This is an optimization exercise on Yosys and OpenROAD, whose aim is small area and few clock cycles, not a production implementation. Function was checked by simulation only, so behaviour that the tests miss may differ from the original. Power is estimated from default activity; no workload was simulated.

== run A ==
==> flow/design.v <==
module crc16_x25_byte (
    input  wire [15:0] crc_in,
    input  wire [7:0]  data,
    output reg  [15:0] crc_out
);
    integer i;
    reg [15:0] c;
    always @(*) begin
        c = crc_in ^ {8'h00, data};
        for (i = 0; i < 8; i = i + 1) begin
            if (c[0])
                c = (c >> 1) ^ 16'h8408;
            else
                c = c >> 1;
        end
        crc_out = c;
    end
endmodule
module hdlc_rx32 (
    input  wire        clk,
    input  wire        rst,
    input  wire        rx_valid,
    output wire        rx_ready,
    input  wire [31:0] rx_data,
    input  wire  [2:0] rx_len,
    input  wire        rx_clear,
    output wire        pl_valid,
    input  wire        pl_ready,
    output wire [31:0] pl_data,
    output wire  [2:0] pl_len,
    output wire        pl_end,
    output wire        pl_crc_ok,
    output wire        pl_abort
);
    localparam [7:0]  FLAG = 8'h7E;
    localparam [7:0]  ESC  = 8'h7D;
    localparam [15:0] RESIDUE = 16'hF0B8;
    reg        open_r;      
    reg        ne_r;        
    reg        esc_r;       
    reg  [1:0] hc_r;        
    reg  [7:0] h0_r;        
    reg  [7:0] h1_r;        
    reg [15:0] crc_r;       
    reg        half_r;      
    wire [15:0] b = half_r ? rx_data[31:16] : rx_data[15:0];
    wire [7:0]  b0 = b[7:0];
    wire [7:0]  b1 = b[15:8];
    wire        in0 = 1'b1;                                   
    wire        in1 = half_r ? rx_len[2] : (rx_len[2] | rx_len[1]);
    wire        more = !half_r && (rx_len[2] | (&rx_len[1:0]));   
    wire f0 = in0 && (b0 == FLAG);
    wire f1 = in1 && (b1 == FLAG);
    wire x0 = (b0 == ESC);
    wire x1 = (b1 == ESC);
    wire end0  = f0 && open_r && ne_r;
    wire bd0   = !f0 && open_r;                   
    wire i0    = bd0 && !esc_r && x0;             
    wire v0    = bd0 && !i0;                      
    wire [7:0] u0 = b0 ^ {2'b00, esc_r, 5'b00000};
    wire o1    = f0 || open_r;                    
    wire n1    = !f0 && (ne_r || bd0);            
    wire e1    = i0;                              
    wire end1  = f1 && o1 && n1;
    wire bd1   = in1 && !f1 && o1;
    wire i1    = bd1 && !e1 && x1;
    wire v1    = bd1 && !i1;
    wire [7:0] u1 = b1 ^ {2'b00, e1, 5'b00000};
    wire has_end = end0 || end1;
    wire hin  = !f0 || end0;                      
    wire [1:0] hce = hin ? hc_r : 2'd0;
    wire       v1n = v1 && !end0;
    reg  [2:0] nemit;
    reg        tge2;
    always @(*) begin
        case ({hce, v0, v1n})
            4'b00_00:                     begin tge2 = 1'b0; nemit = 3'd0; end
            4'b00_01, 4'b00_10, 4'b01_00: begin tge2 = 1'b0; nemit = has_end ? 3'd1 : 3'd0; end
            4'b00_11, 4'b01_01, 4'b01_10, 4'b10_00: begin tge2 = 1'b1; nemit = 3'd0; end
            4'b01_11, 4'b10_01, 4'b10_10: begin tge2 = 1'b1; nemit = 3'd1; end
            4'b10_11:                     begin tge2 = 1'b1; nemit = 3'd2; end
            default:                      begin tge2 = 1'b1; nemit = 3'd0; end
        endcase
    end
    wire [7:0] slot0 = (hce == 2'd2) ? h0_r : (hce == 2'd1) ? h1_r : u0;
    assign pl_data = {b, h1_r, slot0};
    wire [15:0] cs0, cs1;
    wire [15:0] ca0 = crc_r;
    crc16_x25_byte u_s0 (.crc_in(ca0), .data(u0), .crc_out(cs0));
    wire [15:0] ca1 = f0 ? 16'hFFFF : (v0 ? cs0 : ca0);
    crc16_x25_byte u_s1 (.crc_in(ca1), .data(u1), .crc_out(cs1));
    wire [15:0] ca2 = f1 ? 16'hFFFF : (v1 ? cs1 : ca1);
    wire esc_at_end = end0 ? esc_r : e1;
    wire crc_good = ((end0 ? ca0 : ca1) == RESIDUE) && !esc_at_end && tge2;
    wire ev = rx_clear ? (open_r && ne_r) : (has_end || nemit != 3'd0);
    assign pl_valid  = rx_valid && ev;
    assign pl_len    = rx_clear ? 3'd0 : nemit;
    assign pl_end    = rx_clear || has_end;
    assign pl_crc_ok = !rx_clear && crc_good;
    assign pl_abort  = rx_clear;
    wire go = rx_valid && (!ev || pl_ready);
    assign rx_ready = (!ev || pl_ready) && (rx_clear || !more);
    wire o2 = f1 || o1;
    wire n2 = !f1 && (n1 || bd1);
    wire e2 = f1 ? 1'b0 : (bd1 ? i1 : e1);
    wire [2:0] kb = f1 ? 3'd0 :
                    f0 ? {2'b00, v1} :
                    {1'b0, hc_r} + {2'b00, v0} + {2'b00, v1};
    always @(posedge clk) begin
        if (rst) begin
            open_r <= 1'b0;
            hc_r   <= 2'd0;
            half_r <= 1'b0;
        end else if (go) begin
            if (rx_clear) begin
                open_r <= 1'b0;
                half_r <= 1'b0;
            end else begin
                open_r <= o2;
                ne_r   <= n2;
                esc_r  <= e2;
                hc_r   <= (kb >= 3'd2) ? 2'd2 : kb[1:0];
                crc_r  <= ca2;
                if (v1) begin
                    h0_r <= v0 ? u0 : h1_r;
                    h1_r <= u1;
                end else if (v0) begin
                    h0_r <= h1_r;
                    h1_r <= u0;
                end
                half_r <= more;
            end
        end
    end
endmodule
export LEC_CHECK = 0
export CAP_MARGIN = 20
export CORE_MARGIN = 2
export CORE_UTILIZATION = 40
export CTS_CLUSTER_DIAMETER = 200
export CTS_CLUSTER_SIZE = 50
export SLEW_MARGIN = 20
create_clock -name core_clock -period 5.5 [get_ports {clk}]
standard.sh (not shown) runs the stock make flow with config.mk's settings and CLKGATE_MAP_FILE= SYNTH_SCRIPT=/design/flow/synth_recipe.tcl, a recipe that flattens the netlist after the stock synthesis.
==> flow/flow/run.sh <==
#!/bin/bash
# Layout flow: the standard flow (standard.sh, ORFS synth to finish) with
# two changes:
#  - ABC maps the logic with flow/abc_area.script (structural choices, then
#    delay mapping with area recovery) in place of ORFS's speed script,
#    which upsizes every gate; synthesis is otherwise unchanged, so the
#    registers are the standard synthesis's;
#  - the port buffers are buf_1 cells instead of the default buffer cell.
# Each step's full log stays in orfs/logs/; make's own output goes to
# flow_make.log in the work folder.
set -euo pipefail
W=$PWD
rm -rf "$W/scripts_local"
cp -r "$FLOW_HOME/scripts" "$W/scripts_local"
cp "$W/flow/abc_area.script" "$W/scripts_local/abc_speed.script"
bash "$W/standard.sh" SCRIPTS_DIR="$W/scripts_local" \
    BUFFER_PORTS_ARGS="-buffer_cell sky130_fd_sc_hd__buf_1" GPL_KEEP_OVERFLOW=0 finish \
    > "$W/flow_make.log" 2>&1
==> flow/flow/abc_area.script <==
&get -n
&st
&dch
&nf -R 1000
&put
topo
Testbench counts of run A, summed over its fixed seeds: cycles 49,670.
What run B does differently from run A at the input level:
- clearing CTS_CLUSTER_SIZE, which used to be 50
- clearing CTS_CLUSTER_DIAMETER, which used to be 200
- swapping 20 for 0 in SLEW_MARGIN
- swapping 20 for 0 in CAP_MARGIN
--- a/flow/flow/run.sh
+++ b/flow/flow/run.sh
@@ -15,4 +15,4 @@
 cp "$W/flow/abc_area.script" "$W/scripts_local/abc_speed.script"
 bash "$W/standard.sh" SCRIPTS_DIR="$W/scripts_local" \
-    BUFFER_PORTS_ARGS="-buffer_cell sky130_fd_sc_hd__buf_1" GPL_KEEP_OVERFLOW=0 finish \
+    BUFFER_PORTS_ARGS="-buffer_cell sky130_fd_sc_hd__buf_1" finish \
     > "$W/flow_make.log" 2>&1
Findings:
Max fraction of standard cell area that is sequential across run B and run A: run B. Combinational power ends up lower on run A. Between run B and run A, non-clock buffer count is higher for run B, run A comes in under that. Run B vs. run A: number of failing hold endpoints at the final stage closely matched the old numbers; setup slack after placement increased by 1.68 ns relative to the old numbers. Compared with run A, run B shows a standard cell area after detailed placement that is about 5.3% higher. Post-layout worst setup margin: lower on run A. Largest net degree at the start of global routing: run B < run A. On total power, run B does better than run A.
#### Input delta (run C over run B)
- changing CAP_MARGIN from 0 to 20
- changing SLEW_MARGIN from 0 to 20
[summary]
- Per the comparison of run C with run B, worst setup slack stayed essentially flat; clock distribution area overhead in the final layout stayed essentially flat; count of cell types in the netlist held steady; post-synthesis instance total closely matched the old numbers; net switching fraction of the power saw little to no change.
- Between run B and run C, the reported clock group power does not differ in any meaningful way.
- Proportion of power drawn by combinational gates essentially unchanged between run C and run B.
- Every stage of the flow completed for run C, and the final layout passed the timing, DRC and antenna checks.
- Comparing run C against run B, there is no change at all in routed wire length.
- From run C to run B, CTS buffer count did not move at all.
- Run B → run C: global-route usage level, number of cells on the critical path level.
diff inputs: run C => run D
--- a/flow/flow/run.sh
+++ b/flow/flow/run.sh
@@ -15,4 +15,4 @@
 cp "$W/flow/abc_area.script" "$W/scripts_local/abc_speed.script"
 bash "$W/standard.sh" SCRIPTS_DIR="$W/scripts_local" \
-    BUFFER_PORTS_ARGS="-buffer_cell sky130_fd_sc_hd__buf_1" finish \
+    BUFFER_PORTS_ARGS="-buffer_cell sky130_fd_sc_hd__buf_1" GPL_KEEP_OVERFLOW=0 finish \
     > "$W/flow_make.log" 2>&1
## What came out
- [run D] maximum number of pins on one net before global-route repair rose 3 relative to run C
- Run C has a lower total length of routed wires than run D.
- In run D relative to run C, placement-stage cell area had gone down by a few percent.
- Going from run C to run D, fraction of the core area covered by cells at the end of the flow increased 1.7 points, worst hold slack decreased 0.0044 ns.
Changes in run E relative to run D:
- CTS_BUF_LIST: unset -> sky130_fd_sc_hd__clkbuf_4
- CORE_UTILIZATION: 40 -> 60
- CAP_MARGIN: 20 -> 0
- GPL_TIMING_DRIVEN: unset -> 0
- SLEW_MARGIN: 20 -> 0
--- a/flow/flow/run.sh
+++ b/flow/flow/run.sh
@@ -15,4 +15,4 @@
 cp "$W/flow/abc_area.script" "$W/scripts_local/abc_speed.script"
 bash "$W/standard.sh" SCRIPTS_DIR="$W/scripts_local" \
-    BUFFER_PORTS_ARGS="-buffer_cell sky130_fd_sc_hd__buf_1" GPL_KEEP_OVERFLOW=0 finish \
+    BUFFER_PORTS_ARGS="-buffer_cell sky130_fd_sc_hd__buf_1" finish \
     > "$W/flow_make.log" 2>&1
==> run summary <==
On run E: count of plain and timing-repair buffers is 6 higher than what run D gave. Depth of the worst register-to-register path | run E above run D. Critical path depth: run E < run D. Delta (run E minus run D): final cycle utilization of the critical path barely changed, overall global routing resource usage climbed 10 points, number of nets in the final layout climbed 7, count of buffer and inverter cells on the critical path dropped 1. Pre-CTS worst setup slack is lower on run D. Side by side, worst hold slack turned out lower in run E than in run D.

-- static timing again, ports no longer ideal --
The results above use ideal ports. As a check the final layouts listed here were re-extracted and re-timed, cells and wires unchanged.
Step 1, drivers: a clkbuf_16 drives clk and a buf_2 each remaining input, both assumed.
Step 2, shift: input delay + t, output delay - t, t = (earliest + latest rising clock arrival at the registers) / 2. This alone moves slack from input paths to output paths.
Three values: no drivers, after step 1, after step 2; two values: the first two.
run | t, ns | setup slack, ns | hold slack, ns | worst setup path after step 2 | clock arrival spread, ns
run A | 0.327 | 0.175 / 0.153 / 0.086 | 0.585 / 0.585 / 0.585 | input to register | 0.010 / 0.010
run B | 0.325 | 0.242 / 0.221 / 0.221 | 0.590 / 0.590 / 0.590 | input to output | 0.008 / 0.009
run C | 0.325 | 0.242 / 0.221 / 0.221 | 0.590 / 0.590 / 0.590 | input to output | 0.008 / 0.009
run D | 0.327 | 0.175 / 0.153 / 0.086 | 0.585 / 0.585 / 0.585 | input to register | 0.010 / 0.010
run E | 0.380 | 0.168 / 0.143 / -0.029 | 0.580 / 0.580 / 0.580 | input to register | 0.006 / 0.006
With both steps, setup timing fails in run E, where it was met with ideal ports. The setup slack of run E, which loses most, moves by -0.025 ns with the drivers and by -0.197 ns with both steps.
